Source: an optimization exercise on an open RTL-to-GDS flow (aim: small area, a short achievable clock period and few clock cycles per item). Production flows keep margins and buffers that such runs may drop.
Where RTL was checked, it was by simulation tests only, not by an equivalence proof against the original.
Only the layout flow was run in run 1; the RTL was not checked for function there.
Power is estimated from default activity; no workload was simulated.

[design.v]
module iac_core (
    input  wire        clk,
    input  wire        rst,
    input  wire        cmd_valid,
    output reg         cmd_ready,
    input  wire [31:0] cmd,
    input  wire [63:0] cursor,
    input  wire [3:0]  coil_in,
    input  wire [31:0] now_ms,
    output reg         rsp_valid,
    output reg  [1:0]  rsp_status,
    output reg  [88:0] rsp_data,
    output reg         ent_valid,
    output reg  [36:0] ent_data,
    output wire [3:0]  coil_out,
    output reg         coil_wr,
    output wire        drv_power,
    output wire        drv_moving_o,
    output wire [15:0] tick_ms
);
    localparam [31:0]  IDLE_TIMEOUT_MS = 32'd300;
    localparam [15:0]  TICK_MIN        = 16'd1;
    localparam [15:0]  TICK_MAX        = 16'd500;
    localparam [15:0]  TICK_RESET      = 16'd10;
    localparam [1:0] ST_OK = 2'b00, ST_REJ = 2'b01, ST_ILL = 2'b10;
    localparam [1:0] DIR_NONE = 2'b00, DIR_FWD = 2'b01, DIR_REV = 2'b10;
    localparam [2:0] TK_NONE = 3'd0, TK_INIT = 3'd1, TK_FWD = 3'd2, TK_REV = 3'd3,
                     TK_NULL = 3'd4, TK_SKIP = 3'd5, TK_NOPHASE = 3'd6;
    localparam [4:0] OP_DRV_ENABLE = 5'h01, OP_DRV_DISABLE = 5'h02, OP_DRV_START_CONT = 5'h03,
                     OP_DRV_START_FIXED = 5'h04, OP_DRV_STOP = 5'h05, OP_DRV_TICK = 5'h06,
                     OP_DRV_SET_INTERVAL = 5'h07, OP_DRV_SNAPSHOT = 5'h08, OP_MON_EDGE = 5'h09,
                     OP_MON_POLL_IDLE = 5'h0A, OP_MON_SNAPSHOT = 5'h0B, OP_LOG_DRAIN = 5'h0C,
                     OP_LOG_EXPORT = 5'h0D, OP_LOG_CLEAR = 5'h0E, OP_LOG_STATUS = 5'h0F,
                     OP_RESET_POSITIONS = 5'h10, OP_PT_PATTERN = 5'h11, OP_PT_CLASSIFY = 5'h12;
    function [3:0] pattern_for_phase(input [1:0] p);
        case (p)
            2'd0: pattern_for_phase = 4'b0101;
            2'd1: pattern_for_phase = 4'b0110;
            2'd2: pattern_for_phase = 4'b1010;
            default: pattern_for_phase = 4'b1001;
        endcase
    endfunction
    function [2:0] classify(input [3:0] x);
        case (x)
            4'b0000: classify = 3'b101;    
            4'b1111: classify = 3'b100;    
            4'b0101: classify = 3'b000;    
            4'b0110: classify = 3'b001;    
            4'b1010: classify = 3'b010;    
            4'b1001: classify = 3'b011;    
            default: classify = 3'b110;    
        endcase
    endfunction
    function [31:0] step32(input [31:0] x, input up);
        integer i, d;
        reg [31:0] p, pn;
        begin
            p = x ~^ {32{up}};
            for (d = 1; d < 32; d = d * 2) begin
                pn = p;
                for (i = d; i < 32; i = i + 1)
                    pn[i] = p[i] & p[i-d];
                p = pn;
            end
            step32 = x ^ {p[30:0], 1'b1};
        end
    endfunction
    function lt6(input [5:0] a, input [5:0] b);
        integer i;
        reg r, e;
        begin
            r = 1'b0; e = 1'b1;
            for (i = 5; i >= 0; i = i - 1) begin
                r = r | (e & !a[i] & b[i]);
                e = e & (a[i] ~^ b[i]);
            end
            lt6 = r;
        end
    endfunction
    function gt9(input [8:0] x, input [8:0] k);
        integer i;
        reg r, e;
        begin
            r = 1'b0; e = 1'b1;
            for (i = 8; i >= 0; i = i - 1) begin
                if (!k[i]) r = r | (e & x[i]);
                e = e & (x[i] ~^ k[i]);
            end
            gt9 = r;
        end
    endfunction
    function [31:0] sub32(input [31:0] a, input [31:0] b);
        integer i, d;
        reg [31:0] g, p, gn, pn, nb;
        begin
            nb = ~b;
            g  = a & nb;
            p  = a ^ nb;
            g[0] = g[0] | p[0];
            for (d = 1; d < 32; d = d * 2) begin
                gn = g; pn = p;
                for (i = d; i < 32; i = i + 1) begin
                    gn[i] = g[i] | (p[i] & g[i-d]);
                    pn[i] = p[i] & p[i-d];
                end
                g = gn; p = pn;
            end
            sub32 = (a ^ nb) ^ {g[30:0], 1'b1};
        end
    endfunction
    function eqp1_32(input [31:0] a, input [31:0] b);
        integer i;
        reg [31:0] x;
        reg r;
        begin
            x = a ^ b;
            r = x[0];
            for (i = 0; i < 31; i = i + 1)
                r = r & (x[i+1] ~^ (x[i] & b[i]));
            eqp1_32 = r;
        end
    endfunction
    function eqp1_26(input [25:0] a, input [25:0] b);
        integer i;
        reg [25:0] x;
        reg r;
        begin
            x = a ^ b;
            r = x[0];
            for (i = 0; i < 25; i = i + 1)
                r = r & (x[i+1] ~^ (x[i] & b[i]));
            eqp1_26 = r;
        end
    endfunction
    reg        drv_enabled, drv_moving;
    reg [1:0]  drv_dir, drv_phase;
    reg [23:0] drv_remaining;
    reg [31:0] drv_pos, drv_total;
    reg [15:0] drv_tick_ms;
    reg [3:0]  drv_coil_out;
    reg [3:0]  mon_raw;
    reg [31:0] mon_last_change;
    reg        mon_lp_valid;
    reg [1:0]  mon_lp;
    reg [31:0] mon_pos;
    reg [1:0]  mon_dir;
    reg [4:0]  log_head;            
    reg [5:0]  log_count;
    reg        log_ovf;
    reg [31:0] log_total, log_gen;
    reg [36:0] log_buf [0:31];
    assign coil_out     = drv_coil_out;
    assign drv_power    = drv_enabled;
    assign drv_moving_o = drv_moving;
    assign tick_ms      = drv_tick_ms;
    reg        s1_v;
    reg [4:0]  s1_op;
    reg        s1_legal;
    reg        s1_stream;           
    reg        s1_d;
    reg [23:0] s1_arg;
    reg [3:0]  s1_coil;
    reg [31:0] s1_now;
    reg [5:0]  s1_dlo;              
    reg        s1_dhz;              
    reg        s1_dm1;              
    reg [4:0]  s1_start;            
    reg        s1_app;              
    reg [31:0] str_ptr;             
    reg [5:0]  str_rem;             
    reg        emit2;               
    wire go = s1_v && cmd_ready;
    wire [4:0]  i_op  = cmd[31:27];
    wire        i_d   = cmd[26];
    wire [1:0]  i_rsv = cmd[25:24];
    wire [23:0] i_arg = cmd[23:0];
    reg i_legal;
    always @(*) begin
        case (i_op)
            OP_DRV_ENABLE, OP_DRV_DISABLE, OP_DRV_STOP, OP_DRV_TICK, OP_DRV_SNAPSHOT,
            OP_MON_EDGE, OP_MON_POLL_IDLE, OP_MON_SNAPSHOT, OP_LOG_DRAIN, OP_LOG_EXPORT,
            OP_LOG_CLEAR, OP_LOG_STATUS, OP_RESET_POSITIONS:
                i_legal = (i_rsv == 2'b00) && !i_d && (i_arg == 24'd0);
            OP_DRV_START_CONT:
                i_legal = (i_rsv == 2'b00) && (i_arg == 24'd0);
            OP_DRV_START_FIXED:
                i_legal = (i_rsv == 2'b00);
            OP_DRV_SET_INTERVAL:
                i_legal = (i_rsv == 2'b00) && !i_d;
            OP_PT_PATTERN:
                i_legal = (i_rsv == 2'b00) && !i_d && (i_arg[23:2] == 22'd0);
            OP_PT_CLASSIFY:
                i_legal = (i_rsv == 2'b00) && !i_d && (i_arg[23:4] == 20'd0);
            default:
                i_legal = 1'b0;
        endcase
    end
    wire i_stream = i_legal && (i_op == OP_LOG_DRAIN || i_op == OP_LOG_EXPORT);
    wire        i_geq   = (cursor[63:32] == log_gen);
    wire [31:0] i_cs    = cursor[31:0];
    wire [31:0] i_dlo_w = sub32({26'd0, log_total[5:0]}, {26'd0, i_cs[5:0]});
    wire [6:0]  i_dlo_e = i_dlo_w[6:0];
    wire        i_dhz_e = i_dlo_e[6] ? eqp1_26(log_total[31:6], i_cs[31:6])
                                     : (log_total[31:6] == i_cs[31:6]);
    wire        i_dm1_e = eqp1_32(i_cs, log_total);
    wire [5:0]  i_dlo   = i_geq ? i_dlo_e[5:0] : log_total[5:0];
    wire        i_dhz   = i_geq ? i_dhz_e : (log_total[31:6] == 26'd0);
    wire        i_dm1   = i_geq ? i_dm1_e : (&log_total);
    wire [31:0] i_start_w = sub32({27'd0, log_head}, {27'd0, i_dlo[4:0]});
    wire [4:0]  i_start = i_start_w[4:0];
    wire [4:0]  op   = s1_op;
    wire        dbit = s1_d;
    wire [23:0] arg  = s1_arg;
    wire x_tick   = s1_legal && op == OP_DRV_TICK;
    wire x_edge   = s1_legal && op == OP_MON_EDGE;
    wire x_drain  = s1_legal && op == OP_LOG_DRAIN;
    wire [1:0]  tick_phase = (drv_dir == DIR_FWD) ? drv_phase + 2'd1 : drv_phase - 2'd1;
    wire [31:0] tick_pos   = step32(drv_pos, drv_dir == DIR_FWD);
    wire        tick_last  = (drv_remaining == 24'd1);
    wire [31:0] rem_dec    = step32({8'd0, drv_remaining}, 1'b0);
    wire [15:0] clamped_tick = (arg == 24'd0) ? TICK_MIN :
                               ((arg[23:9] != 15'd0) || gt9(arg[8:0], TICK_MAX[8:0])) ? TICK_MAX :
                               arg[15:0];
    wire [2:0]  edge_cls  = classify(s1_coil);
    wire        edge_chg  = (s1_coil != mon_raw);
    wire [1:0]  edge_d    = edge_cls[1:0] - mon_lp;
    reg  [2:0]  edge_tk;
    always @(*) begin
        if (!edge_chg)                edge_tk = TK_NONE;
        else if (edge_cls[2])         edge_tk = TK_NOPHASE;
        else if (!mon_lp_valid)       edge_tk = TK_INIT;
        else if (edge_d == 2'd1)      edge_tk = TK_FWD;
        else if (edge_d == 2'd3)      edge_tk = TK_REV;
        else if (edge_d == 2'd0)      edge_tk = TK_NULL;
        else                          edge_tk = TK_SKIP;
    end
    wire x_append = x_edge && edge_chg;
    wire [31:0] head_p1  = step32({27'd0, log_head}, 1'b1);
    wire [31:0] count_p1 = step32({26'd0, log_count}, 1'b1);
    wire [31:0] elapsed = sub32(s1_now, mon_last_change);
    wire        is_idle = (elapsed[31:9] != 23'd0) || gt9(elapsed[8:0], IDLE_TIMEOUT_MS[8:0]);
    wire [31:0] dlo_p1 = step32({26'd0, s1_dlo}, 1'b1);
    wire [5:0]  d_lo = s1_app ? dlo_p1[5:0] : s1_dlo;
    wire        d_hz = s1_app ? (s1_dm1 || (s1_dhz && s1_dlo != 6'd63)) : s1_dhz;
    wire        d_small = d_hz && lt6(d_lo, log_count);
    wire [5:0]  drain_n = d_small ? d_lo : log_count;
    wire        use_d   = x_drain && d_small;
    wire [5:0]  str_n   = use_d ? d_lo : log_count;
    wire [31:0] tail_w  = sub32({27'd0, log_head}, {27'd0, log_count[4:0]});
    wire [4:0]  str_start = use_d ? s1_start : tail_w[4:0];
    wire        new_str   = go && s1_stream;
    wire [31:0] rd_sel    = new_str ? (32'd1 << str_start) : str_ptr;
    wire        ent_v_nx  = new_str ? (str_n != 6'd0) : (str_rem != 6'd0);
    wire [5:0]  rem_src   = new_str ? str_n : str_rem;
    wire [31:0] rem_m1    = step32({26'd0, rem_src}, 1'b0);
    wire [5:0]  rem_nx    = (rem_src != 6'd0) ? rem_m1[5:0] : 6'd0;
    wire        emit2_nx  = go && x_tick && drv_moving && tick_last;
    wire        s1_v_nx   = cmd_ready ? cmd_valid : s1_v;
    wire        s1_str_nx = cmd_ready ? i_stream : s1_stream;
    wire [5:0]  t_nx      = new_str ? str_n : str_rem;
    wire        t_le1     = (t_nx[5:1] == 5'd0);
    wire        t_eq2     = (t_nx == 6'd2);
    wire        rdy_nx    = !s1_v_nx || (!emit2_nx && (t_le1 || (t_eq2 && !s1_str_nx)));
    always @(posedge clk) begin
        if (go && x_append)
            log_buf[log_head] <= {s1_now, s1_coil, drv_moving};
    end
    reg [36:0] rd_data;
    integer ri;
    always @(*) begin
        rd_data = 37'd0;
        for (ri = 0; ri < 32; ri = ri + 1)
            rd_data = rd_data | ({37{rd_sel[ri]}} & log_buf[ri]);
    end
    always @(posedge clk) begin
        ent_data <= rd_data;
    end
    always @(posedge clk) begin
        if (cmd_ready) begin
            s1_op     <= i_op;
            s1_legal  <= i_legal;
            s1_d      <= i_d;
            s1_arg    <= i_arg;
            s1_coil   <= coil_in;
            s1_now    <= now_ms;
            s1_dlo    <= i_dlo;
            s1_dhz    <= i_dhz;
            s1_dm1    <= i_dm1;
            s1_start  <= i_start;
            s1_app    <= go && x_append;
        end
    end
    reg [88:0] rd_nx;
    always @(*) begin
        rd_nx = 89'd0;
        if (s1_legal) begin
            case (op)
            OP_DRV_TICK:         rd_nx[0] = drv_moving;
            OP_DRV_SET_INTERVAL: rd_nx[15:0] = clamped_tick;
            OP_DRV_SNAPSHOT:     rd_nx[85:0] = {drv_enabled, drv_moving, drv_phase, drv_pos,
                                                drv_total, drv_tick_ms, drv_dir};
            OP_MON_EDGE:         rd_nx[6:0] = {edge_chg, edge_cls, edge_tk};
            OP_MON_POLL_IDLE:    rd_nx[0] = is_idle;
            OP_MON_SNAPSHOT:     rd_nx[69:0] = {mon_raw, mon_pos, mon_dir, mon_last_change};
            OP_LOG_DRAIN:        rd_nx[88:0] = {19'd0, drain_n, log_gen, log_total};
            OP_LOG_EXPORT:       rd_nx[24:0] = {19'd0, log_count};
            OP_LOG_STATUS:       rd_nx[50:0] = {19'd0, log_count, 25'd32, log_ovf};
            OP_PT_PATTERN:       rd_nx[3:0] = pattern_for_phase(arg[1:0]);
            OP_PT_CLASSIFY:      rd_nx[2:0] = classify(arg[3:0]);
            default: ;
            endcase
        end
        if (emit2) rd_nx = 89'd1;
    end
    reg [1:0] rs_nx;
    always @(*) begin
        rs_nx = ST_OK;
        if (!s1_legal)
            rs_nx = ST_ILL;
        else if ((op == OP_DRV_START_CONT && !drv_enabled) ||
                 (op == OP_DRV_START_FIXED && (!drv_enabled || arg == 24'd0)))
            rs_nx = ST_REJ;
        if (emit2) rs_nx = ST_OK;
    end
    always @(posedge clk) begin
        rsp_data   <= rd_nx;
        rsp_status <= rs_nx;
    end
    always @(posedge clk) begin
        if (rst) begin
            cmd_ready       <= 1'b1;
            s1_v            <= 1'b0;
            s1_stream       <= 1'b0;
            rsp_valid       <= 1'b0;
            ent_valid       <= 1'b0;
            coil_wr         <= 1'b0;
            emit2           <= 1'b0;
            str_rem         <= 6'd0;
            str_ptr         <= 32'd1;
            drv_enabled     <= 1'b0;
            drv_moving      <= 1'b0;
            drv_dir         <= DIR_NONE;
            drv_phase       <= 2'd0;
            drv_remaining   <= 24'd0;
            drv_pos         <= 32'd0;
            drv_total       <= 32'd0;
            drv_tick_ms     <= TICK_RESET;
            drv_coil_out    <= 4'b0000;
            mon_raw         <= 4'b0000;
            mon_last_change <= 32'd0;
            mon_lp_valid    <= 1'b0;
            mon_lp          <= 2'd0;
            mon_pos         <= 32'd0;
            mon_dir         <= DIR_NONE;
            log_head        <= 5'd0;
            log_count       <= 6'd0;
            log_ovf         <= 1'b0;
            log_total       <= 32'd0;
            log_gen         <= 32'd0;
        end else begin
            cmd_ready <= rdy_nx;
            s1_v      <= s1_v_nx;
            s1_stream <= s1_str_nx;
            ent_valid <= ent_v_nx;
            str_rem   <= rem_nx;
            str_ptr   <= {rd_sel[30:0], rd_sel[31]};
            emit2     <= emit2_nx;
            rsp_valid <= (go && !emit2_nx) || emit2;
            coil_wr   <= 1'b0;
            if (emit2) begin
                drv_coil_out <= 4'b0000;
                coil_wr      <= 1'b1;
            end
            if (go && s1_legal) begin
                case (op)
                OP_DRV_ENABLE: drv_enabled <= 1'b1;
                OP_DRV_DISABLE: begin
                    drv_enabled   <= 1'b0;
                    drv_moving    <= 1'b0;
                    drv_remaining <= 24'd0;
                    drv_coil_out  <= 4'b0000;
                    coil_wr       <= 1'b1;
                end
                OP_DRV_START_CONT: begin
                    if (drv_enabled) begin
                        drv_moving    <= 1'b1;
                        drv_remaining <= 24'd0;
                        drv_dir       <= dbit ? DIR_REV : DIR_FWD;
                    end
                end
                OP_DRV_START_FIXED: begin
                    if (drv_enabled && arg != 24'd0) begin
                        drv_moving    <= 1'b1;
                        drv_remaining <= arg;
                        drv_dir       <= dbit ? DIR_REV : DIR_FWD;
                    end
                end
                OP_DRV_STOP: begin
                    drv_moving    <= 1'b0;
                    drv_remaining <= 24'd0;
                end
                OP_DRV_TICK: begin
                    if (drv_moving) begin
                        drv_phase    <= tick_phase;
                        drv_pos      <= tick_pos;
                        drv_total    <= step32(drv_total, 1'b1);
                        drv_coil_out <= pattern_for_phase(tick_phase);
                        coil_wr      <= 1'b1;
                        if (drv_remaining != 24'd0) begin
                            drv_remaining <= rem_dec[23:0];
                            if (tick_last) begin
                                drv_moving  <= 1'b0;
                                drv_enabled <= 1'b0;
                            end
                        end
                    end
                end
                OP_DRV_SET_INTERVAL: drv_tick_ms <= clamped_tick;
                OP_MON_EDGE: begin
                    if (edge_chg) begin
                        log_head <= head_p1[4:0];
                        if (log_count == 6'd32)
                            log_ovf  <= 1'b1;
                        else
                            log_count <= count_p1[5:0];
                        log_total <= step32(log_total, 1'b1);
                        if (!edge_cls[2]) begin
                            mon_lp       <= edge_cls[1:0];
                            mon_lp_valid <= 1'b1;
                            if (edge_tk == TK_FWD) begin
                                mon_dir <= DIR_FWD;
                                mon_pos <= step32(mon_pos, 1'b1);
                            end else if (edge_tk == TK_REV) begin
                                mon_dir <= DIR_REV;
                                mon_pos <= step32(mon_pos, 1'b0);
                            end
                        end
                        mon_raw         <= s1_coil;
                        mon_last_change <= s1_now;
                    end
                end
                OP_MON_POLL_IDLE: begin
                    if (is_idle) mon_dir <= DIR_NONE;
                end
                OP_LOG_CLEAR: begin
                    log_count <= 6'd0;
                    log_head  <= 5'd0;
                    log_ovf   <= 1'b0;
                    log_total <= 32'd0;
                    log_gen   <= step32(log_gen, 1'b1);
                end
                OP_RESET_POSITIONS: begin
                    drv_pos   <= 32'd0;
                    mon_pos   <= 32'd0;
                    drv_total <= 32'd0;
                end
                default: ;
                endcase
            end
        end
    end
endmodule
[run.sh]
#!/bin/bash
# synth_recipe.tcl (not shown) runs the flow's synth.tcl, then flattens the netlist and writes it again
# the make line also repeats each setting of config.mk as NAME=value (left out here)
make -C /OpenROAD-flow-scripts/flow DESIGN_CONFIG=/design/flow/config.mk WORK_HOME=/design/flow/orfs CLKGATE_MAP_FILE= SYNTH_SCRIPT=/design/flow/synth_recipe.tcl finish
[config.mk]
export PLATFORM = sky130hd
export DESIGN_NAME = iac_core
export DESIGN_NICKNAME = iac_core
export VERILOG_FILES = /design/flow/design.v
export SDC_FILE = /design/flow/constraint.sdc
export NUM_CORES = 4
export LEC_CHECK = 0
export ABC_CLOCK_PERIOD_IN_PS = 3000
export CAP_MARGIN = 20
export CORE_MARGIN = 2
export CORE_UTILIZATION = 60
export PLACE_DENSITY = 0.7
export SETUP_SLACK_MARGIN = 5
export SLEW_MARGIN = 20
[constraint.sdc]
create_clock -name core_clock -period 10.0 [get_ports {clk}]
set_input_delay 2.0000 -clock core_clock [delete_from_list [all_inputs] [get_ports {clk}]]
set_output_delay 2.0000 -clock core_clock [all_outputs]
set_load 0.01 [all_outputs]
==> summary.md, run 1 <==
| Metric | Value |
|---|---|
| Maximum clock path buffer count | 3 |
| Routed via count | 48,308 |
| Top-Level Pins | ~290 |
| Cts hold-fix bufs | 0 |
| Avg Vias per Cell | 6.72 |
| Maximum clock frequency | 203 MHz |
| H-tree depth | 4 |
| Number of buffers created by CTS | ~170 |
| Top delay family on crit path | compound AO/OA/AOI/OAI gates |
| Crit. End Element | flip-flop |
| Sw frac | 23.6% |
| NumNets Final | about 5,800 |
| Tot GR Track Use | a little over a third |
| Leak | 0.0262 uW |
| Most frequent cells in the layout | edfxtp_1, dfxtp_1, a22oi_1, nor2_1 |
| Area taken by multi-input logic gates | between 20,000 and 25,000 sq um |
| CTS tree | yes |
| Max VDD drop | ~0.18 mV |
| Slew Limit Headroom | a little over a fifth |
| Top-area cell type share of the netlist area | a little over half |
| Slew Limit Fails | 0 |
| WP buf/inv | 2 |
| Period utilization | about half |
| Top FF cell, synth | edfxtp_1 |
| Final count of hold timing violations | 0 |
| Sequential area share after synthesis | 67.4% |
| Post-CTS Setup Repair Bufs | 0 |
| IO buf count | between 200 and 300 |
| Tmin final | around 4.9 ns |
| Post-Synthesis Cells | between 5,000 and 6,000 |
| Setup TNS | 0 ns |
| Final hold slack | approximately 0.46 ns |
| Drt total wl | 218 mm |
| Critical Path Max Stage Delay | 0.78 ns |
| Starting Density | between 60% and 70% |
| P&R area growth vs syn | 15.2% |
| Worst-Margin Slew | roughly 1.2 ns |
| Layout cells sized above 1 | under 10% |
| DP HPWL | ~120 mm |
| Final setup violation count | 0 |
| P_sw | about 3700 uW |
| Seq pwr share | 51.7% |
| Internal power | 11,800 uW |
| First-pass GRT wire length | around 310 mm |
| Crit Path Max Fanout | 26 |
| Routed len/inst | between 30 and 40 um |
| Clock network power share | 40.6% |
| Clock sink count | 1,698 |
| Hold crit path type | flip-flop to flip-flop |
| 1st-pass router iterations | 9 |
| Largest net degree at the start of global routing | about 110 |
| Worst-path clk slew | 0.06 ns |
| Die ar. | between 100,000 and 150,000 sq um |
| Synth area leader | edfxtp_1 |
| Critical path's most frequent cell | a22oi_1 |
| Mean Syn Cell Area | 13.2 sq um |
| Async S/R FF share, synth | 0% |
| Die Width | roughly 340 um |
| Synth warnings | 1 |
| Synth area leaders | edfxtp_1, dfxtp_1, a22oi_1, nor2_1, ha_1 |
| Outcome | no timing/DRC/antenna violations |
| Post-synth EDFFs | 1,265 |
| Maxcap violations | 0 |
| Core ar. | between 100,000 and 150,000 sq um |
| Vias in the first global route | 46,252 |
| Post-Syn Area | between 60,000 and 70,000 sq um |
| Crit path DAT | around 5.6 ns |
| CTS root buf | clkbuf_16 |
| Crit path launch type | flip-flop |
| CTS resizes | 0 |
| Final Wtd Congestion | between 0.9 and 1 |
| Seq. cell area | 46,700 sq um |
| Drt initial violations | slightly above 7,000 |
| Pwr dens | 194 nW/um^2 |
| Commonest non-fill, non-tap cell in the layout | edfxtp_1 |
| Initial antenna violation count | 5 |
| Crit path cell chain | ha_1 -> inv_1 -> fa_1 -> a21o_1 -> a21oi_1 -> xnor2_1 -> a21boi_1 -> a22oi_1 -> mux2i_4 -> buf_4 -> a22oi_1 -> nand4_1 -> or4_1 |
| Clock skew | 0.0422 ns |
| Crit path kind | flip-flop to flip-flop |
| Post-route ant nets | 0 |
| Fillers | about 7,900 |
| Slowest CP cell | mux2i_4 |
| Drt drc | 0 |
| Remaining Overflow, GRT | 0 |
| Combinational power share | 7.7% |
| RSZ-0062 raised after global routing | no |
| Yosys reg bits | between 1,500 and 2,000 |
| Worst path required time | around 11 ns |
| Vert. Die Dim | about 340 um |
| Worst-skew pair later-pin latency | approximately 0.80 ns |
| Unique masters post-synth | 99 |
| Num rows | about 120 |
[cell type report]
cell class                 instances  area share (%)
sequential                      1698            58.5
timing repair buffer             409            4.80
tap                             1512            2.37
clock inverter                    68           0.891
multi-input combinational       3125            26.8
inverter                         131           0.617
antenna                            3         0.00941
clock buffer                     240            6.04
[cell usage after synthesis (71+ instances only)]
master,instances
edfxtp_1,1265
a221oi_1,102
clkbuf_1,203
dfxtp_1,433
xnor2_1,130
xor2_1,159
a21oi_1,192
nor3_1,73
nor2_1,425
or3_1,71
nand4_1,146
o21ai_0,132
ha_1,121
a22o_1,116
nand2_1,284
nand3_1,118
a22oi_1,423
inv_1,131
[power groups by stage]
stage	combinational [uW]	sequential, uW	clock [uW]
after floorplan	570	8220	0
after global placement	1120	8170	0
after detailed placement	1130	8170	0
after CTS	1140	8020	6320
after global routing	1280	8010	6600
final	1200	8010	6290
[sequential cells by signal, indices dropped and copies added (netlist names), 16 cells and up]
register         cells
drv_pos             32
drv_remaining       24
drv_tick_ms         16
drv_total           32
ent_data            37
log_buf           1184
log_gen             32
log_total           32
mon_last_change     32
mon_pos             32
rsp_data            86
s1_arg              24
s1_now              32
str_ptr             32
[cells by family (layout without fill, tap and decap cells)]
logic type	count (synthesis)	count (layout)	share of synthesized area (%)
mux	32	32	0.475
other cells	1	6	0.00542
compound gates	1234	1234	13.2
simple gates	1441	1441	10.4
fa+ha+maj	126	126	2.32
xor+xnor	289	289	3.66
buf+inv	437	848	2.55
flops	1698	1698	67.4
[metal layers]
| layer | wire length, um | track usage [%] | vias to the layer above | part of all wire (%) |
|---|---|---|---|---|
| li1 | - | - | 20852 | - |
| met1 | 79800 | 47.8 | 23839 | 37 |
| met3 | 24000 | 7.24 | 591 | 11 |
| met2 | 102000 | 59.2 | 3026 | 47 |
| met4 | 11800 | 17.9 | 0 | 5.4 |
| met5 | 0 | 0 | - | 0 |
[stage by stage]
stage	power (uW)	instances	setup slack, ns	util [%]	instance area, sq um
floorplan	8790	5260	5.28	-	69200
detailed placement	9300	6870	4.62	64.8	74100
CTS	15500	7178	5.25	69.7	79700
global placement	9280	6869	4.72	64.8	74100
global route	15900	7186	5.03	69.7	79700
finish	15500	7186	5.08	69.7	79700
[final timing paths]
check,start,slack [ns],cells past startpoint,end
hold reg to reg,s1_d,0.46,1,drv_dir[0]
setup / recovery,log_count[0],5.08,13,ent_data[29]
hold / removal,s1_d,0.46,1,drv_dir[0]
setup reg to reg,log_count[0],5.08,13,ent_data[29]
==> run 2, diff against run 1 <==
--- a/design.v
+++ b/design.v
@@ -121,4 +121,16 @@
         end
     endfunction
+    function eqp1_6(input [5:0] a, input [5:0] b);
+        integer i;
+        reg [5:0] x;
+        reg r;
+        begin
+            x = a ^ b;
+            r = x[0];
+            for (i = 0; i < 5; i = i + 1)
+                r = r & (x[i+1] ~^ (x[i] & b[i]));
+            eqp1_6 = r;
+        end
+    endfunction
     function eqp1_26(input [25:0] a, input [25:0] b);
         integer i;
@@ -145,5 +157,6 @@
     reg [31:0] mon_pos;
     reg [1:0]  mon_dir;
-    reg [4:0]  log_head;            
+    wire [4:0] log_head = log_total[4:0];
+    reg  [4:0] log_tail;            
     reg [5:0]  log_count;
     reg        log_ovf;
@@ -163,8 +176,6 @@
     reg [31:0] s1_now;
     reg [5:0]  s1_dlo;              
-    reg        s1_dhz;              
-    reg        s1_dm1;              
+    reg        s1_used;             
     reg [4:0]  s1_start;            
-    reg        s1_app;              
     reg [31:0] str_ptr;             
     reg [5:0]  str_rem;             
@@ -197,16 +208,4 @@
     end
     wire i_stream = i_legal && (i_op == OP_LOG_DRAIN || i_op == OP_LOG_EXPORT);
-    wire        i_geq   = (cursor[63:32] == log_gen);
-    wire [31:0] i_cs    = cursor[31:0];
-    wire [31:0] i_dlo_w = sub32({26'd0, log_total[5:0]}, {26'd0, i_cs[5:0]});
-    wire [6:0]  i_dlo_e = i_dlo_w[6:0];
-    wire        i_dhz_e = i_dlo_e[6] ? eqp1_26(log_total[31:6], i_cs[31:6])
-                                     : (log_total[31:6] == i_cs[31:6]);
-    wire        i_dm1_e = eqp1_32(i_cs, log_total);
-    wire [5:0]  i_dlo   = i_geq ? i_dlo_e[5:0] : log_total[5:0];
-    wire        i_dhz   = i_geq ? i_dhz_e : (log_total[31:6] == 26'd0);
-    wire        i_dm1   = i_geq ? i_dm1_e : (&log_total);
-    wire [31:0] i_start_w = sub32({27'd0, log_head}, {27'd0, i_dlo[4:0]});
-    wire [4:0]  i_start = i_start_w[4:0];
     wire [4:0]  op   = s1_op;
     wire        dbit = s1_d;
@@ -236,19 +235,38 @@
     end
     wire x_append = x_edge && edge_chg;
-    wire [31:0] head_p1  = step32({27'd0, log_head}, 1'b1);
+    wire [31:0] tail_p1  = step32({27'd0, log_tail}, 1'b1);
     wire [31:0] count_p1 = step32({26'd0, log_count}, 1'b1);
     wire [31:0] elapsed = sub32(s1_now, mon_last_change);
     wire        is_idle = (elapsed[31:9] != 23'd0) || gt9(elapsed[8:0], IDLE_TIMEOUT_MS[8:0]);
-    wire [31:0] dlo_p1 = step32({26'd0, s1_dlo}, 1'b1);
-    wire [5:0]  d_lo = s1_app ? dlo_p1[5:0] : s1_dlo;
-    wire        d_hz = s1_app ? (s1_dm1 || (s1_dhz && s1_dlo != 6'd63)) : s1_dhz;
-    wire        d_small = d_hz && lt6(d_lo, log_count);
-    wire [5:0]  drain_n = d_small ? d_lo : log_count;
-    wire        use_d   = x_drain && d_small;
-    wire [5:0]  str_n   = use_d ? d_lo : log_count;
-    wire [31:0] tail_w  = sub32({27'd0, log_head}, {27'd0, log_count[4:0]});
-    wire [4:0]  str_start = use_d ? s1_start : tail_w[4:0];
+    wire        x_clear  = s1_legal && op == OP_LOG_CLEAR;
+    wire        app_now  = go && x_append;
+    wire        clr_now  = go && x_clear;
+    wire [31:0] total_p1 = step32(log_total, 1'b1);
+    wire        i_geq    = (cursor[63:32] == log_gen);
+    wire [31:0] i_cs     = cursor[31:0];
+    wire [31:0] c_dla_w  = sub32({26'd0, log_total[5:0]}, {26'd0, i_cs[5:0]});
+    wire [31:0] c_dlb_w  = sub32({26'd0, total_p1[5:0]}, {26'd0, i_cs[5:0]});
+    wire        c_hza    = c_dla_w[6] ? eqp1_26(log_total[31:6], i_cs[31:6])
+                                      : (log_total[31:6] == i_cs[31:6]);
+    wire        c_m1a    = eqp1_32(i_cs, log_total);
+    wire        c_hzb    = c_m1a || (c_hza && c_dla_w[5:0] != 6'd63);
+    wire        z_hza    = (log_total[31:6] == 26'd0);
+    wire        z_hzb    = (total_p1[31:6] == 26'd0);
+    wire [5:0]  dlo_a    = i_geq ? c_dla_w[5:0] : log_total[5:0];
+    wire [5:0]  dlo_b    = i_geq ? c_dlb_w[5:0] : total_p1[5:0];
+    wire        hz_a     = i_geq ? c_hza : z_hza;
+    wire        hz_b     = i_geq ? c_hzb : z_hzb;
+    wire [5:0]  cnt_b    = (log_count == 6'd32) ? log_count : count_p1[5:0];
+    wire        used_a   = hz_a && lt6(dlo_a, log_count);
+    wire        used_b   = hz_b && lt6(dlo_b, cnt_b);
+    wire        i_used   = !clr_now && (app_now ? used_b : used_a);
+    wire [5:0]  i_dlo    = app_now ? dlo_b : dlo_a;
+    wire [4:0]  i_start  = i_geq ? i_cs[4:0] : 5'd0;
+    wire [5:0]  drain_n = s1_used ? s1_dlo : log_count;
+    wire        use_d   = x_drain && s1_used;
+    wire [5:0]  str_n   = use_d ? s1_dlo : log_count;
+    wire [31:0] start_oh = use_d ? (32'd1 << s1_start) : (32'd1 << log_tail);
     wire        new_str   = go && s1_stream;
-    wire [31:0] rd_sel    = new_str ? (32'd1 << str_start) : str_ptr;
+    wire [31:0] rd_sel    = new_str ? start_oh : str_ptr;
     wire        ent_v_nx  = new_str ? (str_n != 6'd0) : (str_rem != 6'd0);
     wire [5:0]  rem_src   = new_str ? str_n : str_rem;
@@ -285,8 +303,6 @@
             s1_now    <= now_ms;
             s1_dlo    <= i_dlo;
-            s1_dhz    <= i_dhz;
-            s1_dm1    <= i_dm1;
+            s1_used   <= i_used;
             s1_start  <= i_start;
-            s1_app    <= go && x_append;
         end
     end
@@ -353,5 +369,5 @@
             mon_pos         <= 32'd0;
             mon_dir         <= DIR_NONE;
-            log_head        <= 5'd0;
+            log_tail        <= 5'd0;
             log_count       <= 6'd0;
             log_ovf         <= 1'b0;
@@ -419,10 +435,11 @@
                 OP_MON_EDGE: begin
                     if (edge_chg) begin
-                        log_head <= head_p1[4:0];
-                        if (log_count == 6'd32)
+                        if (log_count == 6'd32) begin
                             log_ovf  <= 1'b1;
+                            log_tail <= tail_p1[4:0];
+                        end
                         else
                             log_count <= count_p1[5:0];
-                        log_total <= step32(log_total, 1'b1);
+                        log_total <= total_p1;
                         if (!edge_cls[2]) begin
                             mon_lp       <= edge_cls[1:0];
@@ -445,5 +462,5 @@
                 OP_LOG_CLEAR: begin
                     log_count <= 6'd0;
-                    log_head  <= 5'd0;
+                    log_tail  <= 5'd0;
                     log_ovf   <= 1'b0;
                     log_total <= 32'd0;
==> flow/run.sh (new file) <==
#!/bin/bash
set -euo pipefail
bash standard.sh SETUP_SLACK_MARGIN=6.5 finish > standard_make.log 2>&1
==> standard.sh (new file) <==
#!/bin/bash
# synth_recipe.tcl (not shown) runs the flow's synth.tcl, then flattens the netlist and writes it again
# the make line also repeats each setting of config.mk as NAME=value (left out here)
make -C /OpenROAD-flow-scripts/flow DESIGN_CONFIG=/design/flow/config.mk WORK_HOME=/design/flow/orfs CLKGATE_MAP_FILE= SYNTH_SCRIPT=/design/flow/synth_recipe.tcl "${@:-finish}"
--- a/config.mk
+++ b/config.mk
@@ -11,4 +11,3 @@
 export CORE_UTILIZATION = 60
 export PLACE_DENSITY = 0.7
-export SETUP_SLACK_MARGIN = 5
 export SLEW_MARGIN = 20
removed: run.sh
==> summary.md, run 2 <==
| Metric | Value |
|---|---|
| Vias in the first global route | 47,619 |
| Clock skew | roughly 0.045 ns |
| Post-Synthesis Cells | between 5,000 and 6,000 |
| Dpl ws | just under 4 ns |
| Largest net degree at the start of global routing | 94 |
| Crit path kind | flip-flop to flip-flop |
| Synth area leader | edfxtp_1 |
| Crit Path Max Fanout | 4 |
| P&R area growth vs syn | 20.8% |
| Pwr dens | approximately 190 nW/um^2 |
| Crit path DAT | about 4.5 ns |
| Async S/R FF share, synth | 0% |
| CTS tree | yes |
| Slew Limit Fails | 0 |
| First-pass GRT wire length | about 320 mm |
| Drt drc | 0 |
| Largest registers | log_buf: 1184 flops, rsp_data: 86 flops, ent_data: 37 flops |
| Top post-synthesis cells by count | edfxtp_1, dfxtp_1, nor2_1, nand2_1, a22oi_1 |
| Drt total wl | between 200 and 250 mm |
| Maximum clock path buffer count | 3 |
| Hold crit path type | flip-flop to flip-flop |
| Remaining Overflow, GRT | 0 |
| Synth warnings | 1 |
| Final setup violation count | 0 |
| Routed len/inst | roughly 31 um |
| Yosys reg bits | between 1,500 and 2,000 |
| IO buf count | about 290 |
| Max reg flops | between 1,000 and 1,500 |
| 1st-pass router iterations | 6 |
| CTS root buf | clkbuf_16 |
| Mean Syn Cell Area | 12.9 sq um |
| Setup TNS | 0 ns |
| Drt initial violations | between 6,000 and 7,000 |
| DP HPWL | roughly 130 mm |
| Max VDD drop | between 0.15 and 0.2 mV |
| Tot GR Track Use | roughly two fifths |
| Post-route ant nets | 0 |
| Largest Register | log_buf |
| Number of buffers created by CTS | about 170 |
| Layout cells sized above 1 | 15.4% |
| Starting Density | ~61% |
| Unique masters post-synth | 97 |
| Worst path required time | 10.68 ns |
| Tmin final | roughly 3.8 ns |
| Top FF cell, synth | edfxtp_1 |
| Synth area leaders | edfxtp_1, dfxtp_1, a22oi_1, a221oi_1, a22o_1 |
| Post-synth EDFFs | ~1,300 |
| Final setup margin | a little over 6 ns |
| Commonest non-fill, non-tap cell in the layout | edfxtp_1 |
| Top-area cell type share of the netlist area | a little over half |
| Vert. Die Dim | about 340 um |
| Initial antenna violation count | 6 |
| Final count of hold timing violations | 0 |
| Avg Vias per Cell | 6.75 |
| Worst-path clk slew | 0.06 ns |
| Die Width | roughly 340 um |
| Most common cell in the netlist | edfxtp_1 |
| Num rows | 124 |
| Core ar. | ~110,000 sq um |
| Crit path launch type | flip-flop |
| Die ar. | around 120,000 sq um |
| Crit. End Element | flip-flop |
| Outcome | no timing/DRC/antenna violations |
| Slew Limit Headroom | a little under a third |
| H-tree depth | 4 |
| Final hold slack | about 0.48 ns |
| Period utilization | between 30% and 40% |
| Clock sink count | 1,696 |
| RSZ-0062 raised after global routing | yes |
| NumNets Final | 6,020 |
| Most frequent cells in the layout | edfxtp_1, dfxtp_1, nor2_1, nand2_1, a22oi_1 |
| Maxcap violations | 0 |
| Fin area | around 84,000 sq um |
| Sequential area share after synthesis | around two thirds |
| Worst-Margin Slew | just over 1 ns |
| Routed via count | ~50,000 |
| Maximum clock frequency | roughly 270 MHz |
| Post-Syn Area | 69,400 sq um |
| Worst-skew pair later-pin latency | 0.79 ns |
| Top-Level Pins | approximately 290 |
| Placement Cell Area | 74,500 sq um |
| Leak | roughly 0.029 uW |
| Final Wtd Congestion | 0.949 |
==> run 2: cell count changes in the layout (fill, tap and decap cells not counted), sizes merged, moves of 34 or more <==
| cell | previous run | this run |
|---|---|---|
| a21oi | 193 | 262 |
| buf | 125 | 263 |
| a221oi | 121 | 201 |
| clkdlybuf4s50 | 284 | 67 |
| a222oi | 62 | 4 |
| nand2 | 287 | 367 |
| a22o | 116 | 199 |
| dlygate4sd2 | 0 | 153 |
| a22oi | 424 | 304 |
| clkdlybuf4s15 | 0 | 34 |
==> run 2: worst max-delay path, cell delays in order, from the launching register on <==
cell and delay (ns):
edfxtp_1 0.42, inv_1 0.09, ha_2 0.18, inv_2 0.04
fa_2 0.37, a21oi_4 0.18, o221ai_4 0.12, a211o_4 0.38
a31oi_4 0.25, o41ai_4 0.10, xor2_1 0.16, or4_4 0.44
nor4_4 0.41, a211oi_4 0.16, o32a_1 0.37
==> run 2: per-layer routing <==
metal	share of wire (%)	vias to the layer above	wire, um	global-route usage, %
met5	0.013	-	29	0
met4	6.6	4	15200	21.7
met3	12	653	27500	8.01
met2	46	3376	107000	60.6
met1	35	24673	81700	48.7
li1	-	21426	-	-
==> run 2: cell type report <==
class | count | area (sq um)
diodes | 4 | 10.0
clock buffers | 242 | 4760
clock inverters | 68 | 738
fillers | 7457 | 30600
inverters | 125 | 479
multi-input cells | 3225 | 23400
flip-flops and latches | 1696 | 46600
well taps | 1512 | 1890
repair buffers | 550 | 5880
==> run 2: metrics by stage <==
stage                     std cells  power (uW)  utilization (%)
after global routing           7419       15900             73.2
final                          7422       15600             73.2
after CTS                      7358       15500             72.0
after detailed placement       6964        9150             65.1
after global placement         6964        9140             65.1
after floorplan                5366        8680                -
==> run 2: power by group <==
part / total, uW / internal [uW] / switching [uW]
Clock: 6290 / 3590 / 2710
Sequential: 7930 / 7830 / 94.1
Combinational: 1330 / 460 / 874
==> run 2: cell families after synthesis <==
logic type / Yosys count / share of synthesized area, %
AO/OA/AOI/OAI: 1285 / 13.3
AND/OR/NAND/NOR: 1485 / 10.5
adder cells (fa/ha/maj): 121 / 2.21
multiplexers: 52 / 0.768
other: 1 / 0.00540
flip-flops: 1696 / 67.1
buffers and inverters: 448 / 2.57
XOR/XNOR: 276 / 3.48
==> run 2: repair_timing <==
action	in CTS	in global routing
hold buffers	0	0
setup endpoints to repair	1596	270
gates resized for setup	645	184
cloned	9	12
pin swaps	90	62
buffers inserted	75	47
==> run 2: path summary, 6_finish.rpt <==
| path | startpoint | to | slack [ns] | cells after the start |
|---|---|---|---|---|
| worst min-delay path | mon_last_change[24] | mon_last_change[24] | 0.48 | 2 |
| worst max register to register | s1_now[0] | rsp_data[0] | 6.23 | 14 |
| worst max-delay path | s1_now[0] | rsp_data[0] | 6.23 | 14 |
| worst min register to register | mon_last_change[24] | mon_last_change[24] | 0.48 | 2 |
Testbench counts of run 2, summed over its fixed seeds: cycles 32,015, commands 24,000.
==> run 3, diff against run 2 <==
==> flow/run.sh (replaced) <==
#!/bin/bash
# The standard layout (the standard flow's constraints and clock period) with:
#  - plain buf_4 port buffers instead of the delay buffers buffer_ports
#    picks by default,
#  - clock tree sinks clustered in somewhat larger groups and no dummy loads.
set -euo pipefail
bash standard.sh "BUFFER_PORTS_ARGS=-buffer_cell sky130_fd_sc_hd__buf_4" \
    "CTS_ARGS=-sink_clustering_enable -repair_clock_nets -dont_use_dummy_load -sink_clustering_size 20 -sink_clustering_max_diameter 60" \
    SETUP_SLACK_MARGIN=6.5 finish > standard_make.log 2>&1
==> summary.md, run 3 <==
| Metric | Value |
|---|---|
| Outcome | no timing/DRC/antenna violations |
| Max VDD drop | 0.188 mV |
| Number of buffers created by CTS | between 100 and 150 |
| Vert. Die Dim | between 300 and 400 um |
| Worst path required time | approximately 11 ns |
| Largest registers | log_buf: 1184 flops, rsp_data: 86 flops, ent_data: 37 flops |
| Pwr dens | between 150 and 200 nW/um^2 |
| Leak | 0.0272 uW |
| Slew Limit Headroom | about a quarter |
| Remaining Overflow, GRT | 0 |
| Slew Limit Fails | 0 |
| Unique masters post-synth | 97 |
| Yosys reg bits | 1,696 |
| First-pass GRT wire length | approximately 320 mm |
| Num rows | ~120 |
| Avg Vias per Cell | 6.85 |
| Crit path from | s1_now[0] |
| Mean Syn Cell Area | 12.9 sq um |
| Clock skew | a little under 0.1 ns |
| Sequential area share after synthesis | 67.1% |
| Worst-Margin Slew | around 1.1 ns |
| Crit path cell chain | inv_1 -> ha_2 -> inv_2 -> fa_2 -> a21oi_4 -> o221ai_4 -> a211o_4 -> a31oi_4 -> o41ai_4 -> xor2_1 -> or4_4 -> nor4_4 -> a211oi_4 -> o32a_1 |
| Die ar. | between 100,000 and 150,000 sq um |
| Post-Syn Area | roughly 69,000 sq um |
| Maximum clock path buffer count | 3 |
| Drt total wl | 229 mm |
| Worst-path clk slew | 0.06 ns |
| Clock sink count | 1,696 |
| Worst hold start | mon_last_change[20] |
| Post-Synthesis Cells | around 5,400 |
| IO buf count | 285 |
| Drt initial violations | between 6,000 and 7,000 |
| Final count of hold timing violations | 0 |
| Largest Register | log_buf |
| Tmin final | ~3.8 ns |
| Layout cells sized above 1 | 16.8% |
| Tot GR Track Use | a little under two fifths |
| Top FF cell, synth | edfxtp_1 |
| P&R area growth vs syn | 15.3% |
| Cells after DPL | 6,966 |
| Final setup violation count | 0 |
| Routed len/inst | 31.7 um |
| Top-Level Pins | 289 |
| Cts hold-fix bufs | 0 |
| Final Non-Filler Cells | 7,237 |
| NumNets Final | approximately 6,000 |
| WP buf/inv | 2 |
| Async S/R FF share, synth | 0% |
| DP HPWL | about 130 mm |
| Post-route ant nets | 0 |
| Hold crit path type | flip-flop to flip-flop |
| Crit Path Max Fanout | 4 |
| Crit path kind | flip-flop to flip-flop |
| Setup TNS | 0 ns |
| 1st-pass router iterations | 6 |
| Crit path DAT | ~4.4 ns |
| Period utilization | 38.2% |
| Starting Density | between 60% and 70% |
| Slowest CP cell | nor4_4 |
| Largest net degree at the start of global routing | 94 |
| Synth area leaders | edfxtp_1, dfxtp_1, a22oi_1, a221oi_1, a22o_1 |
| Top-area cell type share of the netlist area | between 50% and 60% |
| Crit path launch type | flip-flop |
| Synth area leader | edfxtp_1 |
| Drt drc | 0 |
| Routed via count | between 40,000 and 50,000 |
| Final Wtd Congestion | between 0.9 and 1 |
| Total power | 13,500 uW |
| Top post-synthesis cells by count | edfxtp_1, dfxtp_1, nor2_1, nand2_1, a22oi_1 |
| Most frequent cells in the layout | edfxtp_1, buf_4, dfxtp_1, nor2_1, nand2_1 |
| Top delay family on crit path | compound AO/OA/AOI/OAI gates |
| Maximum clock frequency | roughly 260 MHz |
| Most common cell in the netlist | edfxtp_1 |
| Die Width | around 340 um |
| Worst-skew pair later-pin latency | roughly 0.76 ns |
| Max reg flops | approximately 1,200 |
| Crit. End Element | flip-flop |
| Core ar. | 115,000 sq um |
| RSZ-0062 raised after global routing | yes |
| Initial antenna violation count | 5 |
| RR Startpoint | s1_now[0] |
| CTS root buf | clkbuf_16 |
| H-tree depth | 3 |
| Maxcap violations | 0 |
| Commonest non-fill, non-tap cell in the layout | edfxtp_1 |
| Synth warnings | 1 |
| Post-synth EDFFs | 1,263 |
| Critical Path Max Stage Delay | roughly 0.45 ns |
| CTS tree | yes |
| Vias in the first global route | around 46,000 |
## run 3: cell counts after synthesis
Identical to the previous run, type by type.
## run 3: logic make-up after synthesis
kind of cell	share of synthesized area, %
other	0.00540
AND/OR/NAND/NOR	10.5
adder cells (fa/ha/maj)	2.21
XOR/XNOR	3.48
flip-flops	67.1
AO/OA/AOI/OAI	13.3
buffers and inverters	2.57
multiplexers	0.768
## run 3: per-layer routing
layer / GRT usage [%] / wire length, um
met1: 48.9 / 79800
met2: 60.8 / 107000
met3: 7.66 / 29000
met4: 19.1 / 14000
met5: 0 / 13
## run 3: final timing paths
| kind | cells after the start | end | slack, ns |
|---|---|---|---|
| max | 14 | rsp_data[0] | 6.18 |
| min | 2 | rsp_data[20] | 0.45 |
| max reg2reg | 14 | rsp_data[0] | 6.18 |
| min reg2reg | 2 | rsp_data[20] | 0.45 |
## run 3: final cells by class
class	count	area, sq um
clock buffer	119	2980
tap	1512	1890
inverter	125	473
antenna	1	2.50
multi-input combinational	3225	22800
timing repair buffer	559	5270
fill	7889	34400
sequential	1696	46600
## run 3: worst register-to-register path, cell delays in order, from the launching register on
cell	delay [ns]
edfxtp_1	0.40
inv_1	0.08
ha_2	0.18
inv_2	0.04
fa_2	0.37
a21oi_4	0.22
o221ai_4	0.15
a211o_4	0.39
a31oi_4	0.23
o41ai_4	0.10
xor2_1	0.15
or4_4	0.44
nor4_4	0.45
a211oi_4	0.15
o32a_1	0.36
## run 3: where the power goes
| group | leakage (uW) | switching (uW) | total [uW] | internal [uW] |
|---|---|---|---|---|
| combinational | 0.0107 | 855 | 1300 | 443 |
| clock | 0.00147 | 2220 | 4300 | 2080 |
| sequential | 0.0150 | 106 | 7930 | 7830 |
## run 3: timing repair
action / in CTS / in global routing
setup buffers: 82 / 49
setup endpoints to repair: 1427 / 325
gates cloned: 12 / 8
hold endpoints to repair: 0 / 0
pin swaps: 63 / 35
resized for setup: 268 / 99
## run 3: metrics by stage
| stage | utilization (%) | hold slack (ns) | worst slack, ns | area (sq um) |
|---|---|---|---|---|
| after global placement | 64.5 | 0.459 | 4.42 | 73800 |
| after global routing | 69.9 | 0.486 | 6.09 | 80100 |
| after floorplan | - | 0.427 | 5.72 | 69700 |
| after CTS | 69.0 | 0.469 | 6.26 | 79000 |
| after detailed placement | 64.5 | 0.467 | 4.39 | 73800 |
| final | 69.9 | 0.454 | 6.18 | 80100 |
==> run 4, diff against run 3 <==
--- a/design.v
+++ b/design.v
@@ -121,4 +121,21 @@
         end
     endfunction
+    function lt32(input [31:0] a, input [31:0] b);
+        integer i, d;
+        reg [31:0] l, e, ln, en;
+        begin
+            l = ~a & b;
+            e = a ~^ b;
+            for (d = 1; d < 32; d = d * 2) begin
+                ln = l; en = e;
+                for (i = 0; i + d < 32; i = i + 2 * d) begin
+                    ln[i] = l[i+d] | (e[i+d] & l[i]);
+                    en[i] = e[i+d] & e[i];
+                end
+                l = ln; e = en;
+            end
+            lt32 = l[0];
+        end
+    endfunction
     function eqp1_6(input [5:0] a, input [5:0] b);
         integer i;
@@ -153,4 +170,6 @@
     reg [3:0]  mon_raw;
     reg [31:0] mon_last_change;
+    reg [31:0] mon_lc_end;          
+    reg        mon_lc_wrap;         
     reg        mon_lp_valid;
     reg [1:0]  mon_lp;
@@ -207,5 +226,5 @@
         endcase
     end
-    wire i_stream = i_legal && (i_op == OP_LOG_DRAIN || i_op == OP_LOG_EXPORT);
+    wire i_stream = (i_op == OP_LOG_DRAIN || i_op == OP_LOG_EXPORT);
     wire [4:0]  op   = s1_op;
     wire        dbit = s1_d;
@@ -237,6 +256,9 @@
     wire [31:0] tail_p1  = step32({27'd0, log_tail}, 1'b1);
     wire [31:0] count_p1 = step32({26'd0, log_count}, 1'b1);
-    wire [31:0] elapsed = sub32(s1_now, mon_last_change);
-    wire        is_idle = (elapsed[31:9] != 23'd0) || gt9(elapsed[8:0], IDLE_TIMEOUT_MS[8:0]);
+    wire        now_ge_lc = !lt32(s1_now, mon_last_change);
+    wire        now_lt_le = lt32(s1_now, mon_lc_end);
+    wire        is_idle = !(mon_lc_wrap ? (now_ge_lc || now_lt_le) : (now_ge_lc && now_lt_le));
+    wire [31:0] now_end = sub32(s1_now, 32'd0 - (IDLE_TIMEOUT_MS + 32'd1));
+    wire        now_wrap = (s1_now[31:9] == 23'h7FFFFF) && gt9(s1_now[8:0], 9'd210);
     wire        x_clear  = s1_legal && op == OP_LOG_CLEAR;
     wire        app_now  = go && x_append;
@@ -253,13 +275,13 @@
     wire        z_hza    = (log_total[31:6] == 26'd0);
     wire        z_hzb    = (total_p1[31:6] == 26'd0);
-    wire [5:0]  dlo_a    = i_geq ? c_dla_w[5:0] : log_total[5:0];
-    wire [5:0]  dlo_b    = i_geq ? c_dlb_w[5:0] : total_p1[5:0];
-    wire        hz_a     = i_geq ? c_hza : z_hza;
-    wire        hz_b     = i_geq ? c_hzb : z_hzb;
     wire [5:0]  cnt_b    = (log_count == 6'd32) ? log_count : count_p1[5:0];
-    wire        used_a   = hz_a && lt6(dlo_a, log_count);
-    wire        used_b   = hz_b && lt6(dlo_b, cnt_b);
-    wire        i_used   = !clr_now && (app_now ? used_b : used_a);
-    wire [5:0]  i_dlo    = app_now ? dlo_b : dlo_a;
+    wire        used_ca  = c_hza && lt6(c_dla_w[5:0], log_count);
+    wire        used_cb  = c_hzb && lt6(c_dlb_w[5:0], cnt_b);
+    wire        used_za  = z_hza && lt6(log_total[5:0], log_count);
+    wire        used_zb  = z_hzb && lt6(total_p1[5:0], cnt_b);
+    wire        i_used   = !clr_now && (i_geq ? (app_now ? used_cb : used_ca)
+                                              : (app_now ? used_zb : used_za));
+    wire [5:0]  i_dlo    = i_geq ? (app_now ? c_dlb_w[5:0] : c_dla_w[5:0])
+                                 : (app_now ? total_p1[5:0] : log_total[5:0]);
     wire [4:0]  i_start  = i_geq ? i_cs[4:0] : 5'd0;
     wire [5:0]  drain_n = s1_used ? s1_dlo : log_count;
@@ -267,5 +289,5 @@
     wire [5:0]  str_n   = use_d ? s1_dlo : log_count;
     wire [31:0] start_oh = use_d ? (32'd1 << s1_start) : (32'd1 << log_tail);
-    wire        new_str   = go && s1_stream;
+    wire        new_str   = go && s1_stream && s1_legal;
     wire [31:0] rd_sel    = new_str ? start_oh : str_ptr;
     wire        ent_v_nx  = new_str ? (str_n != 6'd0) : (str_rem != 6'd0);
@@ -365,4 +387,6 @@
             mon_raw         <= 4'b0000;
             mon_last_change <= 32'd0;
+            mon_lc_end      <= IDLE_TIMEOUT_MS + 32'd1;
+            mon_lc_wrap     <= 1'b0;
             mon_lp_valid    <= 1'b0;
             mon_lp          <= 2'd0;
@@ -455,4 +479,6 @@
                         mon_raw         <= s1_coil;
                         mon_last_change <= s1_now;
+                        mon_lc_end      <= now_end;
+                        mon_lc_wrap     <= now_wrap;
                     end
                 end
==> flow/run.sh (replaced) <==
#!/bin/bash
set -euo pipefail
bash standard.sh SETUP_SLACK_MARGIN=6.5 finish > standard_make.log 2>&1
==> summary.md, run 4 <==
| Metric | Value |
|---|---|
| Final setup violation count | 0 |
| Crit Path Max Fanout | 8 |
| Period utilization | slightly below 40% |
| H-tree depth | 4 |
| Clock sink count | 1,729 |
| Synth area leader | edfxtp_1 |
| P&R area growth vs syn | 24.3% |
| Die ar. | ~120,000 sq um |
| Post-Synthesis Cells | between 5,000 and 6,000 |
| Clock network power share | between 40% and 50% |
| Drt drc | 0 |
| Final Wtd Congestion | roughly 0.94 |
| Worst path required time | approximately 11 ns |
| Crit path from | s1_op[0] |
| NumNets Final | approximately 6,300 |
| Top-Level Pins | about 290 |
| CTS root buf | clkbuf_16 |
| Combinational power share | a little under 9% |
| Crit path cell chain | buf_6 -> buf_6 -> or3b_4 -> nor3_4 -> buf_12 -> buf_12 -> buf_12 -> buf_8 -> buf_12 -> mux2i_4 -> buf_6 -> o21ai_4 -> buf_6 -> buf_16 -> a22oi_1 -> nand3_1 -> or4_1 |
| Top-area cell type share of the netlist area | roughly 54% |
| Final core occ | around 75% |
| Post-Syn Area | a little over 70,000 sq um |
| IO buf count | roughly 290 |
| Starting Density | between 60 and 70% |
| Placement Cell Area | 75,900 sq um |
| Commonest non-fill, non-tap cell in the layout | edfxtp_1 |
| Worst-Margin Slew | around 1.1 ns |
| Remaining Overflow, GRT | 0 |
| Maxcap violations | 0 |
| Most frequent cells in the layout | edfxtp_1, dfxtp_1, nor2_1, a22oi_1, nand2_1 |
| Die Width | about 350 um |
| CTS tree | yes |
| 1st-pass router iterations | 7 |
| Clock skew | 0.0585 ns |
| Sequential area share after synthesis | between 60% and 70% |
| Leak | slightly above 0.03 uW |
| Unique masters post-synth | 83 |
| Avg Vias per Cell | between 7 and 8 |
| Mean Syn Cell Area | about 13 sq um |
| Maximum clock frequency | between 200 and 300 MHz |
| Layout cells sized above 1 | approximately 18% |
| Largest registers | log_buf: 1184 flops, rsp_data: 86 flops, ent_data: 37 flops |
| Crit path launch type | flip-flop |
| DP HPWL | 131 mm |
| Synth warnings | 1 |
| Yosys reg bits | ~1,700 |
| Worst hold start | mon_lc_end[3] |
| Num rows | ~130 |
| Top post-synthesis cells by count | edfxtp_1, dfxtp_1, nor2_1, a22oi_1, nand2_1 |
| Hold crit path type | flip-flop to flip-flop |
| Initial antenna violation count | 19 |
| Drt total wl | 268 mm |
| Vias in the first global route | around 51,000 |
| Cts hold-fix bufs | 0 |
| Setup TNS | 0 ns |
| Tot GR Track Use | a little over two fifths |
| Outcome | no timing/DRC/antenna violations |
| Seq pwr share | between 50% and 60% |
| Routed via count | 54,482 |
| Maximum clock path buffer count | 3 |
| Crit path kind | flip-flop to flip-flop |
| Async S/R FF share, synth | 0% |
| Slew Limit Headroom | between 20 and 30% |
| Crit. End Element | flip-flop |
| Max reg flops | between 1,000 and 1,500 |
| Slew Limit Fails | 0 |
| First-pass GRT wire length | about 370 mm |
| Worst-path clk slew | roughly 0.070 ns |
| Internal power | roughly 12,000 uW |
| Sw frac | ~25% |
| Tmin final | just under 4 ns |
| Fillers | about 7,100 |
| Most common cell in the netlist | edfxtp_1 |
| RSZ-0062 raised after global routing | yes |
| Fin area | between 80,000 and 90,000 sq um |
| Routed len/inst | 34.6 um |
| Post-synth EDFFs | 1,263 |
| Number of buffers created by CTS | 169 |
| Max VDD drop | 0.189 mV |
| Slowest CP cell | or4_1 |
| Critical Path Max Stage Delay | about 0.57 ns |
| RR Startpoint | s1_op[0] |
| Synth area leaders | edfxtp_1, dfxtp_1, a22oi_1, ha_1, nor2_1 |
| Largest Register | log_buf |
| Final count of hold timing violations | 0 |
| Top FF cell, synth | edfxtp_1 |
| P_sw | 3960 uW |
| Pwr dens | about 180 nW/um^2 |
| Largest net degree at the start of global routing | 94 |
| Worst-skew pair later-pin latency | about 0.83 ns |
| Core ar. | between 100,000 and 150,000 sq um |
| Crit path DAT | around 4.6 ns |
| Total power | around 16,000 uW |
| Vert. Die Dim | 347 um |
| Final hold slack | 0.471 ns |
| Post-route ant nets | 0 |
| Drt initial violations | 8,666 |
## run 4: final timing paths
kind                   end  slack [ns]  cells past startpoint
max           ent_data[16]        6.04                     17
min          mon_lc_end[3]        0.47                      1
max reg2reg   ent_data[16]        6.04                     17
min reg2reg  mon_lc_end[3]        0.47                      1
## run 4: routing by layer
| metal | global-route usage [%] | wire length [um] |
|---|---|---|
| met1 | 51.7 | 86400 |
| met2 | 65.5 | 117000 |
| met3 | 13.2 | 40200 |
| met4 | 30.5 | 23900 |
| met5 | 0 | 106 |
## run 4: area by class of cell
class	instances	area [sq um]	area share, %
inverter	135	519	0.590
tap	1524	1910	2.17
timing repair buffer	721	8120	9.23
sequential	1729	47300	53.8
antenna	6	15.0	0.0171
multi-input combinational	3301	24500	27.9
clock buffer	239	4730	5.38
clock inverter	76	851	0.967
## run 4: logic make-up (layout without fill, tap and decap cells)
logic type	Yosys count	in the layout	share of synthesized area (%)
AO/OA/AOI/OAI	1267	1273	12.9
XOR/XNOR	281	281	3.48
adder cells (fa/ha/maj)	160	160	2.83
buffers and inverters	476	1171	2.60
flip-flops	1729	1729	66.8
multiplexers	51	51	0.744
other	1	9	0.00530
AND/OR/NAND/NOR	1533	1533	10.7
## run 4: critical path, delay by kind of cell, from the launching register on
kind	cells	cell delay, ns
AO/OA/AOI/OAI	2	0.44
multiplexers	1	0.28
AND/OR/NAND/NOR	4	1.35
buffers and inverters	10	1.35
flip-flops	1	0.42
## run 4: timing repair
item                       in CTS  in global routing
setup endpoints to repair    1561                893
resized for setup             742                135
pin swaps                     165                108
cloned                         44                  8
buffers inserted              213                 46
## run 4: stage by stage
stage | worst slack, ns | std cells
after floorplan | 5.84 | 5500
after CTS | 5.94 | 7671
after detailed placement | 4.63 | 7099
after global placement | 4.64 | 7098
after global routing | 6.06 | 7726
final | 6.04 | 7731
## run 4: power groups by stage
stage	registers (uW)	logic, uW	clock network [uW]
finish	8140	1390	6460
global route	8150	1450	6700
detailed placement	8310	1120	0
CTS	8140	1270	6370
floorplan	8430	484	0
global placement	8310	1100	0
Testbench counts of run 4, summed over its fixed seeds: cycles 32,015, commands 24,000.

## what the ideal ports hide
No port has a modelled driver above. Below, the same layouts with a new extraction and two added sets of constraints. Step 1 assumes that a clkbuf_16 drives the clock port and a buf_2 every other input. Step 2, shift: input delay + t, output delay - t, t = (earliest + latest rising clock arrival at the registers) / 2. This alone moves slack from input paths to output paths. a / b / c = ideal / step 1 / step 2; a / b = the first two.
| run | t, ns | setup slack, ns | hold WS [ns] | worst setup path at the end | worst data-port slew with drivers (ns) |
|---|---|---|---|---|---|
| run 1 | 0.852 | 5.083 / 5.083 / 4.539 | 0.455 / 0.455 / 0.455 | input to register | 0.10 |
| run 2 | 0.852 | 6.231 / 6.231 / 5.495 | 0.478 / 0.478 / 0.478 | input to register | 0.11 |
| run 3 | 0.797 | 6.180 / 6.180 / 5.425 | 0.454 / 0.454 / 0.454 | input to register | 0.10 |
| run 4 | 0.887 | 6.036 / 6.036 / 5.477 | 0.471 / 0.471 / 0.471 | input to register | 0.07 |
After both steps every run listed still meets setup and hold. For run 3, which loses most, drivers alone change the setup slack by 0.000 ns; drivers and shift together by -0.755 ns.
